Context: an optimization exercise on an open-source flow, tuned for small area. The choices shown serve that exercise and are no tape-out recipe.
At most, simulation tests tie the RTL to the original design; equivalence was not proved.
No activity file was given, so power comes from the tool's default toggle rates.

== job 6783 ==
## pocsag_rx
module pocsag_rx (
    input  wire        clk,
    input  wire        rst,         
    input  wire [15:0] thresh,      
    input  wire        parity_en,   
    input  wire        in_valid,
    input  wire        in_bit,
    output wire        out_valid,
    output wire [1:0]  out_kind,
    output wire [22:0] out_data
);
make LEC_CHECK=0 CAP_MARGIN=20 CORE_MARGIN=2 CORE_UTILIZATION=60 CTS_BUF_LIST='sky130_fd_sc_hd__clkbuf_2 sky130_fd_sc_hd__clkbuf_4' CTS_CLUSTER_SIZE=30 PLACE_DENSITY=0.75 SLEW_MARGIN=20 finish   # period 10.0 ns
run.sh (not shown) runs the stock make flow with config.mk's settings and CLKGATE_MAP_FILE= SYNTH_SCRIPT=/design/flow/synth_recipe.tcl, a recipe that flattens the netlist after the stock synthesis.
Job 6783 ended with every stage complete and zero timing, DRC or antenna violations.
The following lists how job 6964 was set up differently from job 6783:
- swapping 60 for 40 in CORE_UTILIZATION
- swapping 0.75 for 0.6 in PLACE_DENSITY
- clearing CTS_CLUSTER_SIZE, which used to be 30
- swapping sky130_fd_sc_hd__clkbuf_2 sky130_fd_sc_hd__clkbuf_4 for sky130_fd_sc_hd__clkbuf_4 in CTS_BUF_LIST
[summary]
Changes observed in job 6964 relative to job 6783: count of clock tree sinks about even, setup slack rose by 0.026 ns, largest fanout on the critical path was more or less identical, number of well taps went up 168, wire length went down.
From job 6783 to job 6964 the numbers moved as follows: combined global-route utilization of all metal layers shrank by 6.5 points, via count shrank by about 1.1%, post-place instance area grew by about 1.6%.
diff inputs: job 6964 => job 1627
- a deleted CTS_BUF_LIST that had been sky130_fd_sc_hd__clkbuf_4
### Flow results
Comparing job 1627 against job 6964, there is no change at all in synthesized area.
The average routed wire per standard cell reported for job 1627 is greater than that of job 6964 by 4.2%.
Compared with job 6964, in job 1627 share of the core filled with cells in the final layout higher, number of antenna violations at the first check in global routing dropped 1.
Sort job 1627 and job 6964 by total routing usage reported by global routing asc -> top: job 1627
Critical path required time, job 1627 and job 6964: larger value in job 6964
[compare] base=job 6964 new=job 1627: number of detailed-routing iterations run before antenna repair saw an increase, power saw an increase, final clock period utilization by the worst path saw an increase.
Against job 6964, job 1627 reports a layout overhead on the synthesized area that is higher.

run 1:
pocsag_rx, a different RTL version from the one above (not shown whole).
For scale: about 430 flip-flops.
Settings: LEC_CHECK=0, CAP_MARGIN=20, CORE_MARGIN=2, CORE_UTILIZATION=40, PLACE_DENSITY=0.6, SLEW_MARGIN=20; clock period 10.0 ns.
standard.sh (not shown) runs the stock make flow with config.mk's settings and CLKGATE_MAP_FILE= SYNTH_SCRIPT=/design/flow/synth_recipe.tcl, a recipe that flattens the netlist after the stock synthesis.
==> flow/flow/run.sh <==
#!/bin/bash
# The standard layout (standard.sh) with three changes to how it is made:
#  - synthesis maps logic with an area-oriented ABC script (flow/abc_speed.script),
#    run from a private copy of the ORFS scripts; registers are mapped as usual;
#  - clock tree: no dummy loads, clkbuf_4 sink clusters under a clkbuf_16 root;
#  - the port buffers are buf_1.
# Each tool's output goes to standard.log and ORFS's own logs under orfs/logs.
set -euo pipefail
here=$(pwd)
rm -rf "$here/scripts"
cp -r "$FLOW_HOME/scripts" "$here/scripts"
cp "$here/flow/abc_speed.script" "$here/scripts/abc_speed.script"
export CTS_ARGS="-sink_clustering_enable -repair_clock_nets -dont_use_dummy_load -root_buf sky130_fd_sc_hd__clkbuf_16 -buf_list {sky130_fd_sc_hd__clkbuf_4 sky130_fd_sc_hd__clkbuf_8} -sink_clustering_buffer sky130_fd_sc_hd__clkbuf_4 -sink_clustering_size 12 -sink_clustering_max_diameter 30"
export BUFFER_PORTS_ARGS="-buffer_cell sky130_fd_sc_hd__buf_1"
bash standard.sh SCRIPTS_DIR="$here/scripts" finish > standard.log 2>&1
==> flow/flow/abc_speed.script <==
strash
dc2
dch
amap
topo
dnsize -c
Run 1 finished every stage and its layout cleared the timing, design-rule and antenna checks.
Input changes introduced in run 2 (baseline for comparison: run 1):
--- a/flow/flow/run.sh
+++ b/flow/flow/run.sh
@@ -13 +13 @@
-export CTS_ARGS="-sink_clustering_enable -repair_clock_nets -dont_use_dummy_load -root_buf sky130_fd_sc_hd__clkbuf_16 -buf_list {sky130_fd_sc_hd__clkbuf_4 sky130_fd_sc_hd__clkbuf_8} -sink_clustering_buffer sky130_fd_sc_hd__clkbuf_4 -sink_clustering_size 12 -sink_clustering_max_diameter 30"
+export CTS_ARGS="-sink_clustering_enable -repair_clock_nets -dont_use_dummy_load -root_buf sky130_fd_sc_hd__clkbuf_16 -buf_list {sky130_fd_sc_hd__clkbuf_4 sky130_fd_sc_hd__clkbuf_8} -sink_clustering_buffer sky130_fd_sc_hd__clkbuf_8 -sink_clustering_size 20 -sink_clustering_max_diameter 40"
==> run summary <==
Of run 1 and run 2, the run reporting the lower total length of routed met2 wires was run 2. From run 1 to run 2, flip-flop and latch count did not move at all. Going from run 1 to run 2, sequential portion of the cell area higher, relative area change from synthesis to final layout now smaller, synthesized netlist cell count held, clock-buffer cell count decreased 30. Run 2 — via count 196 lower, run 1 as reference. Compared with run 1, in run 2 layout buffering overhead excluding clock cells comparable; maximum ir drop on the vdd rail shows a reduction of 4.2 uV; worst hold slack -0.016 ns.
Function was not checked in any run of this note: the RTL went through the layout flow alone.

pocsag_rx, a different RTL version from the one above (not shown whole).
For scale: roughly 960 cells after synthesis, about 13,000 sq um of cells after synthesis.
clock: 10.0 ns
lec_check: 0
cap_margin: 20
core_margin: 2
core_utilization: 40
place_density: 0.6
slew_margin: 20
==> flow/flow/run.sh <==
#!/bin/bash
set -euo pipefail
export CTS_ARGS="-sink_clustering_enable -repair_clock_nets -dont_use_dummy_load -root_buf sky130_fd_sc_hd__clkbuf_16 -buf_list {sky130_fd_sc_hd__clkbuf_4 sky130_fd_sc_hd__clkbuf_8} -sink_clustering_buffer sky130_fd_sc_hd__clkbuf_4 -sink_clustering_size 10 -sink_clustering_max_diameter 35"
export BUFFER_PORTS_ARGS="-buffer_cell sky130_fd_sc_hd__buf_1"
bash standard.sh > standard.log 2>&1
Next try:
==> flow/run.sh (new file) <==
#!/bin/bash
# synth_recipe.tcl (not shown) runs the flow's synth.tcl, then flattens the netlist and writes it again
# the make line also repeats each setting of config.mk as NAME=value (left out here)
make -C /OpenROAD-flow-scripts/flow DESIGN_CONFIG=/design/flow/config.mk WORK_HOME=/design/flow/orfs CLKGATE_MAP_FILE= SYNTH_SCRIPT=/design/flow/synth_recipe.tcl finish
- CTS_BUF_LIST: not set -> sky130_fd_sc_hd__clkbuf_4
removed: flow/flow/run.sh
removed: flow/standard.sh
Design area rose by 7.6%. Total power rose by 15%. Core utilization rose by 3.4 points. Count of clock-buffer cells in the layout rose by 96. Sequential cell count is unchanged. Via count rose by 4.4%. Fmax fell by 1.5%.
Next try:
==> flow/flow/run.sh (new file) <==
#!/bin/bash
set -euo pipefail
export CTS_ARGS="-sink_clustering_enable -repair_clock_nets -dont_use_dummy_load -buf_list sky130_fd_sc_hd__clkbuf_8 -sink_clustering_size 16 -sink_clustering_max_diameter 45"
export BUFFER_PORTS_ARGS="-buffer_cell sky130_fd_sc_hd__buf_1"
bash standard.sh > standard.log 2>&1
==> flow/standard.sh (new file) <==
#!/bin/bash
# synth_recipe.tcl (not shown) runs the flow's synth.tcl, then flattens the netlist and writes it again
# the make line also repeats each setting of config.mk as NAME=value (left out here)
make -C /OpenROAD-flow-scripts/flow DESIGN_CONFIG=/design/flow/config.mk WORK_HOME=/design/flow/orfs CLKGATE_MAP_FILE= SYNTH_SCRIPT=/design/flow/synth_recipe.tcl "${@:-finish}"
- CTS_BUF_LIST: sky130_fd_sc_hd__clkbuf_4 -> not set
removed: flow/run.sh
Effect: Count of clock-buffer cells in the layout fell by 115. Sequential power stays flat. Setup slack improved by 0.12 ns. Maximum frequency rose slightly. Synthesized cell count stays the same. Cell count fell by roughly a tenth.
Next try:
==> flow/flow/run.sh (replaced) <==
#!/bin/bash
# The standard layout (standard.sh) with three changes to how it is made:
#  - synthesis maps logic with an area-oriented ABC script (flow/abc_speed.script),
#    run from a private copy of the ORFS scripts; registers are mapped as usual;
#  - clock tree: no dummy loads, clkbuf_4 sink clusters under a clkbuf_16 root;
#  - the port buffers are buf_1.
# Each tool's output goes to standard.log and ORFS's own logs under orfs/logs.
set -euo pipefail
here=$(pwd)
rm -rf "$here/scripts"
cp -r "$FLOW_HOME/scripts" "$here/scripts"
cp "$here/flow/abc_speed.script" "$here/scripts/abc_speed.script"
export CTS_ARGS="-sink_clustering_enable -repair_clock_nets -dont_use_dummy_load -root_buf sky130_fd_sc_hd__clkbuf_16 -buf_list {sky130_fd_sc_hd__clkbuf_4 sky130_fd_sc_hd__clkbuf_8} -sink_clustering_buffer sky130_fd_sc_hd__clkbuf_4 -sink_clustering_size 12 -sink_clustering_max_diameter 40"
export BUFFER_PORTS_ARGS="-buffer_cell sky130_fd_sc_hd__buf_1"
bash standard.sh SCRIPTS_DIR="$here/scripts" finish > standard.log 2>&1
==> flow/flow/abc_speed.script (new file) <==
strash
dch
map -a
topo
dnsize -c
After rerunning:
- The new run ran to the end with no violations
- first-iteration DRC count goes up by 1.7%
- sequential cell count does not change
- maximum frequency goes down by 0.97%
- final area goes down by 3.1%
- routed wire length goes up by 0.89%
- worst setup slack loses 0.064 ns
- sequential share of layout area goes up by 2.1 points
Function was not checked in any run of this note: the RTL went through the layout flow alone.

== build 77 ==
The RTL this note starts from:
==> flow/design.v <==
module pocsag_rx (
    input  wire        clk,
    input  wire        rst,         
    input  wire [15:0] thresh,      
    input  wire        parity_en,   
    input  wire        in_valid,
    input  wire        in_bit,
    output wire        out_valid,
    output wire [1:0]  out_kind,
    output wire [22:0] out_data
);
    localparam [31:0] SYNC_CW = 32'h7CD215D8;
    localparam [31:0] IDLE_CW = 32'h7A89C197;
    function [9:0] xpow;
        input integer e;
        integer i;
        reg [9:0] r;
        begin
            r = 10'd1;
            for (i = 0; i < e; i = i + 1)
                r = r[9] ? ({r[8:0], 1'b0} ^ 10'h369) : {r[8:0], 1'b0};
            xpow = r;
        end
    endfunction
    reg  [30:0] win;
    reg  [8:0]  cnt;        
    reg         in_batch;
    reg         par;        
    reg  [21:0] stg;        
    wire [31:0] wn = {win, in_bit};
    wire th_z = (thresh[9:0] == 10'd0);
    wire sc1, sc2;
    pocsag_fa u_sc1 (.a(wn[3]), .b(wn[4]), .c(wn[6]), .s(sc1), .co(sc2));
    wire sc3, sc4;
    pocsag_fa u_sc3 (.a(wn[7]), .b(wn[8]), .c(wn[10]), .s(sc3), .co(sc4));
    wire sc5, sc6;
    pocsag_fa u_sc5 (.a(wn[12]), .b(wn[17]), .c(wn[20]), .s(sc5), .co(sc6));
    wire sc7, sc8;
    pocsag_fa u_sc7 (.a(wn[22]), .b(wn[23]), .c(wn[26]), .s(sc7), .co(sc8));
    wire sc9, sc10;
    pocsag_fa u_sc9 (.a(wn[27]), .b(wn[28]), .c(wn[29]), .s(sc9), .co(sc10));
    wire sc11, sc12;
    pocsag_fa u_sc11 (.a(wn[30]), .b(th_z), .c(sc1), .s(sc11), .co(sc12));
    wire sc13, sc14;
    pocsag_fa u_sc13 (.a(sc3), .b(sc5), .c(sc7), .s(sc13), .co(sc14));
    wire sc15, sc16;
    pocsag_fa u_sc15 (.a(sc9), .b(sc11), .c(sc13), .s(sc15), .co(sc16));
    wire sc17, sc18;
    pocsag_fa u_sc17 (.a(wn[0]), .b(wn[1]), .c(wn[2]), .s(sc17), .co(sc18));
    wire sc19, sc20;
    pocsag_fa u_sc19 (.a(wn[5]), .b(wn[9]), .c(wn[11]), .s(sc19), .co(sc20));
    wire sc21, sc22;
    pocsag_fa u_sc21 (.a(wn[13]), .b(wn[14]), .c(wn[15]), .s(sc21), .co(sc22));
    wire sc23, sc24;
    pocsag_fa u_sc23 (.a(wn[16]), .b(wn[18]), .c(wn[19]), .s(sc23), .co(sc24));
    wire sc25, sc26;
    pocsag_fa u_sc25 (.a(wn[21]), .b(wn[24]), .c(wn[25]), .s(sc25), .co(sc26));
    wire sc27, sc28;
    pocsag_fa u_sc27 (.a(wn[31]), .b(sc17), .c(sc19), .s(sc27), .co(sc28));
    wire sc29, sc30;
    pocsag_fa u_sc29 (.a(sc21), .b(sc23), .c(sc25), .s(sc29), .co(sc30));
    wire sc31, sc32;
    pocsag_fa u_sc31 (.a(~sc15), .b(sc27), .c(sc29), .s(sc31), .co(sc32));
    wire sc33, sc34;
    pocsag_fa u_sc33 (.a(sc2), .b(sc4), .c(sc6), .s(sc33), .co(sc34));
    wire sc35, sc36;
    pocsag_fa u_sc35 (.a(sc8), .b(sc10), .c(sc12), .s(sc35), .co(sc36));
    wire sc37, sc38;
    pocsag_fa u_sc37 (.a(sc14), .b(sc16), .c(sc33), .s(sc37), .co(sc38));
    wire sc39, sc40;
    pocsag_fa u_sc39 (.a(sc18), .b(sc20), .c(sc22), .s(sc39), .co(sc40));
    wire sc41, sc42;
    pocsag_fa u_sc41 (.a(sc24), .b(sc26), .c(sc28), .s(sc41), .co(sc42));
    wire sc43, sc44;
    pocsag_fa u_sc43 (.a(sc30), .b(sc32), .c(sc39), .s(sc43), .co(sc44));
    wire sc45, sc46;
    pocsag_fa u_sc45 (.a(sc35), .b(sc37), .c(~sc41), .s(sc45), .co(sc46));
    wire sc47, sc48;
    pocsag_ha u_sc47 (.a(sc45), .b(~sc43), .s(sc47), .co(sc48));
    wire sc49, sc50;
    pocsag_fa u_sc49 (.a(sc34), .b(sc36), .c(sc38), .s(sc49), .co(sc50));
    wire sc51, sc52;
    pocsag_fa u_sc51 (.a(sc46), .b(sc48), .c(sc49), .s(sc51), .co(sc52));
    wire sc53, sc54;
    pocsag_fa u_sc53 (.a(sc40), .b(sc42), .c(sc44), .s(sc53), .co(sc54));
    wire sc55, sc56;
    pocsag_ha u_sc55 (.a(sc51), .b(~sc53), .s(sc55), .co(sc56));
    wire sc57, sc58;
    pocsag_fa u_sc57 (.a(sc50), .b(sc52), .c(sc56), .s(sc57), .co(sc58));
    wire sc59, sc60;
    pocsag_ha u_sc59 (.a(sc57), .b(~sc54), .s(sc59), .co(sc60));
    wire sc61, sc62;
    pocsag_ha u_sc61 (.a(sc58), .b(sc60), .s(sc61), .co(sc62));
    wire [5:0] sync_sum = {sc62, sc61, sc59, sc55, sc47, ~sc31};
    wire [6:0] gtc;
    assign gtc[0] = 1'b0;
    genvar gi;
    generate
        for (gi = 0; gi < 6; gi = gi + 1) begin : g_gt
            pocsag_gtc u_gtc (.a(sync_sum[gi]), .b(thresh[10 + gi]), .c(gtc[gi]), .co(gtc[gi + 1]));
        end
    endgenerate
    wire window_full = (cnt[4:0] == 5'd31);
    wire qualifies   = window_full && gtc[6];
    wire cw_end      = in_valid && in_batch && window_full;
    wire batch_done  = cw_end && (cnt[8:5] == 4'd15);
    wire cw_start    = (cnt[4:0] == 5'd0);
    wire [9:0] lf    = win[9:0];
    wire [9:0] lf_in = cw_start ? 10'd0 : lf;
    wire [9:0] lf_nx = lf_in[9] ? ({lf_in[8:0], in_bit} ^ 10'h369) : {lf_in[8:0], in_bit};
    always @(posedge clk) begin
        if (in_valid) begin
            win[9:0] <= in_batch ? lf_nx : wn[9:0];
            if (!in_batch || cnt[4:0] <= 5'd20)
                win[30:10] <= {win[29:10], in_batch ? in_bit : win[9]};
            par <= (par & ~cw_start) ^ in_bit;
        end
        if (rst) begin
            cnt      <= 9'd0;
            in_batch <= 1'b0;
        end else if (in_valid) begin
            if (!in_batch && qualifies) begin
                in_batch <= 1'b1;
                cnt      <= 9'd0;
            end else begin
                if (in_batch || !window_full)
                    cnt <= cnt + 9'd1;
                if (batch_done)
                    in_batch <= 1'b0;
            end
        end
    end
    reg  [31:11] cfix;
    reg          anym;
    integer p;
    always @* begin
        cfix = win[30:10];
        anym = 1'b0;
        for (p = 11; p <= 30; p = p + 1)
            if (lf == xpow(p - 1)) begin
                cfix[p] = ~win[p - 1];
                anym    = 1'b1;
            end
    end
    wire c_ok   = (lf == 10'd0) | anym;
    wire c_par  = par ^ in_bit ^ anym;
    wire c_val  = c_ok & ~(parity_en & c_par);
    wire c_idle = (cfix == IDLE_CW[31:11]) & (in_bit == IDLE_CW[0]);
    always @(posedge clk)
        if (cw_end)
            stg <= {c_val & cfix[31], c_val & ~cfix[31] & ~c_idle, cfix[30:11]};
    reg  [21:0] rg [0:14];
    reg  [3:0]  q;
    wire [3:0]  wslot = (cnt[8:5] == 4'd15) ? 4'd0 : cnt[8:5];
    wire [21:0] ring_in = (q == wslot) ? stg : rg[14];
    integer s;
    always @(posedge clk) begin
        rg[0] <= ring_in;
        for (s = 1; s < 15; s = s + 1)
            rg[s] <= rg[s-1];
    end
    always @(posedge clk) begin
        if (rst)
            q <= 4'd0;
        else if (!batch_done)
            q <= (q == 4'd14) ? 4'd0 : q + 4'd1;
    end
    localparam [1:0] R_IDLE = 2'd0, R_CW = 2'd1, R_SER = 2'd2, R_END = 2'd3;
    reg  [1:0]  rs;
    reg  [3:0]  rk;         
    reg         active;     
    reg  [4:0]  st;         
    reg  [6:0]  c7;         
    wire [21:0] rw     = rg[14];
    wire [3:0]  rslot  = (rk == 4'd15) ? 4'd0 : rk;
    wire        rsel   = (rs == R_CW) && (q == rslot);
    wire        r_msg  = rw[21];
    wire        r_addr = rw[20];
    reg  [19:0] diag;
    integer t;
    always @* begin
        for (t = 0; t < 20; t = t + 1)
            diag[t] = rg[t % 15][19 - t];
    end
    wire        sbit = diag[st];
    always @(posedge clk)
        st <= (rs == R_SER) ? st + 5'd1 : 5'd0;
    always @(posedge clk) begin
        if (rst) begin
            rs <= R_IDLE;
        end else begin
            case (rs)
                R_IDLE: begin
                    if (batch_done) begin
                        rs     <= R_CW;
                        rk     <= 4'd0;
                        active <= 1'b0;
                    end
                end
                R_CW: begin
                    if (rsel) begin
                        active <= r_addr | (r_msg & active);
                        if (r_addr)
                            c7 <= 7'd1;
                        if (r_msg && active)
                            rs <= R_SER;
                        else if (rk == 4'd15)
                            rs <= R_END;
                        else
                            rk <= rk + 4'd1;
                    end
                end
                R_SER: begin
                    c7 <= c7[6] ? 7'd1 : {c7[5:0], sbit};
                    if (st == 5'd19) begin
                        if (rk == 4'd15)
                            rs <= R_END;
                        else begin
                            rk <= rk + 4'd1;
                            rs <= R_CW;
                        end
                    end
                end
                R_END: rs <= R_IDLE;
            endcase
        end
    end
    wire is_page = rsel & r_addr;
    wire is_char = (rs == R_SER) & c7[6];
    wire is_bend = (rs == R_END);
    assign out_valid = is_page | is_char | is_bend;
    assign out_kind  = {is_bend, is_char};
    assign out_data  = is_page ? {rw[1:0], rw[19:2], rk[3:1]}
                     : is_char ? {16'd0, sbit, c7[0], c7[1], c7[2], c7[3], c7[4], c7[5]}
                     : 23'd0;
endmodule
module pocsag_fa (
    input  wire a,
    input  wire b,
    input  wire c,
    output wire s,
    output wire co
);
    assign s  = a ^ b ^ c;
    assign co = (a & b) | (a & c) | (b & c);
endmodule
module pocsag_ha (
    input  wire a,
    input  wire b,
    output wire s,
    output wire co
);
    assign s  = a ^ b;
    assign co = a & b;
endmodule
module pocsag_gtc (
    input  wire a,
    input  wire b,
    input  wire c,
    output wire co
);
    assign co = (a & ~b) | (a & c) | (~b & c);
endmodule
clock: 10.0 ns
lec_check: 0
cap_margin: 0
core_margin: 2
core_utilization: 40
place_density: 0.6
slew_margin: 0
synth_hierarchical: 1
==> flow/flow/run.sh <==
#!/bin/bash
# The standard layout (standard.sh) with three changes to how it is made:
#  - synthesis maps logic with an area-oriented ABC script (flow/abc_speed.script),
#    run from a private copy of the ORFS scripts; registers are mapped as usual;
#  - clock tree: no dummy loads, clkbuf_4 sink clusters under a clkbuf_16 root;
#  - the port buffers are buf_1.
# Each tool's output goes to standard.log and ORFS's own logs under orfs/logs.
set -euo pipefail
here=$(pwd)
rm -rf "$here/scripts"
cp -r "$FLOW_HOME/scripts" "$here/scripts"
cp "$here/flow/abc_speed.script" "$here/scripts/abc_speed.script"
export CTS_ARGS="-sink_clustering_enable -repair_clock_nets -dont_use_dummy_load -root_buf sky130_fd_sc_hd__clkbuf_8 -buf_list {sky130_fd_sc_hd__clkbuf_4 sky130_fd_sc_hd__clkbuf_8} -sink_clustering_buffer sky130_fd_sc_hd__clkbuf_4 -sink_clustering_size 10 -sink_clustering_max_diameter 80"
export BUFFER_PORTS_ARGS="-buffer_cell sky130_fd_sc_hd__buf_1"
bash standard.sh SCRIPTS_DIR="$here/scripts" finish > standard.log 2>&1
==> flow/flow/abc_speed.script <==
strash
dc2
dch
amap
topo
dnsize -c
Build 77 completed; timing, DRC and antenna clean
Inputs modified between build 77 and build 84:
==> flow/flow/run.sh <==
#!/bin/bash
# The standard layout (standard.sh) with three changes to how it is made:
#  - synthesis maps logic with an area-oriented ABC script (flow/abc_speed.script),
#    run from a private copy of the ORFS scripts; registers are mapped as usual;
#  - clock tree: no dummy loads, clkbuf_4 sink clusters under a clkbuf_16 root;
#  - the port buffers are buf_1.
# Each tool's output goes to standard.log and ORFS's own logs under orfs/logs.
set -euo pipefail
here=$(pwd)
rm -rf "$here/scripts"
cp -r "$FLOW_HOME/scripts" "$here/scripts"
cp "$here/flow/abc_speed.script" "$here/scripts/abc_speed.script"
export CTS_ARGS="-sink_clustering_enable -repair_clock_nets -dont_use_dummy_load -root_buf sky130_fd_sc_hd__clkbuf_8 -buf_list {sky130_fd_sc_hd__clkbuf_4 sky130_fd_sc_hd__clkbuf_8} -sink_clustering_buffer sky130_fd_sc_hd__clkbuf_4 -sink_clustering_size 10 -sink_clustering_max_diameter 35"
export BUFFER_PORTS_ARGS="-buffer_cell sky130_fd_sc_hd__buf_1"
bash standard.sh SCRIPTS_DIR="$here/scripts" finish > standard.log 2>&1
--- outcome ---
As far as number of distinct standard cells referenced by the synthesized netlist goes, build 84 and build 77 are indistinguishable; the numbers are identical.
In build 84 the worst relative slew slack turned out 2.9 points lower than in build 77.
End point of the critical path = cnt[8]: build 84; end point of the critical path = cnt[7]: build 77
Comparing build 77 and build 84, the higher hold slack is on build 77.
The final core area utilization number comes out lower for build 77 vs build 84.
Build 84: flow completed, timing, DRC and antenna clean
Count of clock-buffer cells in the layout (build 84 over build 77): increase, 13
Setup changes, build 84 to build 78
==> flow/flow/run.sh <==
#!/bin/bash
# The standard layout (standard.sh) with three changes to how it is made:
#  - synthesis maps logic with an area-oriented ABC script (flow/abc_speed.script),
#    run from a private copy of the ORFS scripts; registers are mapped as usual;
#  - clock tree: no dummy loads, clkbuf_4 sink clusters under a clkbuf_16 root;
#  - the port buffers are buf_1.
# Each tool's output goes to standard.log and ORFS's own logs under orfs/logs.
set -euo pipefail
here=$(pwd)
rm -rf "$here/scripts"
cp -r "$FLOW_HOME/scripts" "$here/scripts"
cp "$here/flow/abc_speed.script" "$here/scripts/abc_speed.script"
export CTS_ARGS="-sink_clustering_enable -repair_clock_nets -dont_use_dummy_load -root_buf sky130_fd_sc_hd__clkbuf_8 -buf_list {sky130_fd_sc_hd__clkbuf_4 sky130_fd_sc_hd__clkbuf_8} -sink_clustering_buffer sky130_fd_sc_hd__clkbuf_4 -sink_clustering_size 10 -sink_clustering_max_diameter 50"
export BUFFER_PORTS_ARGS="-buffer_cell sky130_fd_sc_hd__buf_1"
bash standard.sh SCRIPTS_DIR="$here/scripts" finish > standard.log 2>&1
- Per the comparison of build 78 with build 84, power share of the combinational group moved up, internal cell power moved down, register-to-register slack level, top achievable clock speed level, cell area moved down.
- Build 78 ended up with a lower clock distribution area overhead in the final layout than build 84 did.
- Compared with build 84, build 78 shows final cell count without fillers that has gone down slightly.
- On number of diodes: between build 84 and build 78, it ends up higher for build 78.
- Summary — worst path setup slack after routing, build 78 relative to build 84: lower, by 17 ps.
- Met2 wire length | build 78 below build 84
- Total power: build 78 below build 84
--- input diff build 78..build 98 ---
==> flow/flow/run.sh <==
#!/bin/bash
# The standard layout (standard.sh) with three changes to how it is made:
#  - synthesis maps logic with an area-oriented ABC script (flow/abc_speed.script),
#    run from a private copy of the ORFS scripts; registers are mapped as usual;
#  - clock tree: no dummy loads, clkbuf_4 sink clusters under a clkbuf_16 root;
#  - the port buffers are buf_1.
# Each tool's output goes to standard.log and ORFS's own logs under orfs/logs.
set -euo pipefail
here=$(pwd)
rm -rf "$here/scripts"
cp -r "$FLOW_HOME/scripts" "$here/scripts"
cp "$here/flow/abc_speed.script" "$here/scripts/abc_speed.script"
export CTS_ARGS="-sink_clustering_enable -repair_clock_nets -dont_use_dummy_load -root_buf sky130_fd_sc_hd__clkbuf_8 -buf_list {sky130_fd_sc_hd__clkbuf_4 sky130_fd_sc_hd__clkbuf_8} -sink_clustering_buffer sky130_fd_sc_hd__clkbuf_4 -sink_clustering_size 11 -sink_clustering_max_diameter 38"
export BUFFER_PORTS_ARGS="-buffer_cell sky130_fd_sc_hd__buf_1"
bash standard.sh SCRIPTS_DIR="$here/scripts" finish > standard.log 2>&1
Results
Build 98 has more setup slack than build 78.
Compared with build 78, in build 98 cell count flat; overall power up about 0.4%; latest clock arrival within the worst-skew pair up 20 ps.
Build 98 against build 78; routed wire length is up slightly.

-- separate check: timing with driven ports --
How much do the figures lean on ideal ports? The routed layouts below were timed once more, with nothing changed but the port constraints. Step 1: set_driving_cell puts a clkbuf_16 on clk and a buf_2 on each other input, an assumption about the parent block. Step 2 also shifts input and output timing later by t, the mid clock arrival at the registers, as if the neighbouring blocks saw the same clock. Slacks: ideal ports / drivers / drivers and shift; pairs: ideal ports / drivers.
run | shift t [ns] | setup slack, ns | cell pins on the clock port's net
job 6783 | 0.742 | 3.091 / 3.112 / 2.370 | 1
job 6964 | 0.742 | 3.116 / 3.138 / 2.395 | 1
job 1627 | 0.567 | 2.907 / 2.932 / 2.365 | 1
run 1 | 0.536 | 2.645 / 2.668 / 2.131 | 1
run 2 | 0.514 | 2.610 / 2.634 / 2.121 | 1
the first run of note 3 | 0.533 | 3.467 / 3.494 / 2.961 | 1
the second run of note 3 | 0.766 | 3.368 / 3.389 / 2.623 | 1
the third run of note 3 | 0.571 | 3.488 / 3.513 / 2.942 | 1
the fourth run of note 3 | 0.524 | 3.424 / 3.429 / 2.930 | 1
build 77 | 0.575 | 1.604 / 1.624 / 1.049 | 1
build 84 | 0.574 | 1.582 / 1.603 / 1.029 | 1
build 78 | 0.557 | 1.565 / 1.583 / 1.026 | 1
build 98 | 0.575 | 1.612 / 1.632 / 1.058 | 1
After both steps every run listed still meets setup and hold. The setup slack of the second run of note 3, which loses most, moves by +0.021 ns with the drivers and by -0.745 ns with both steps.
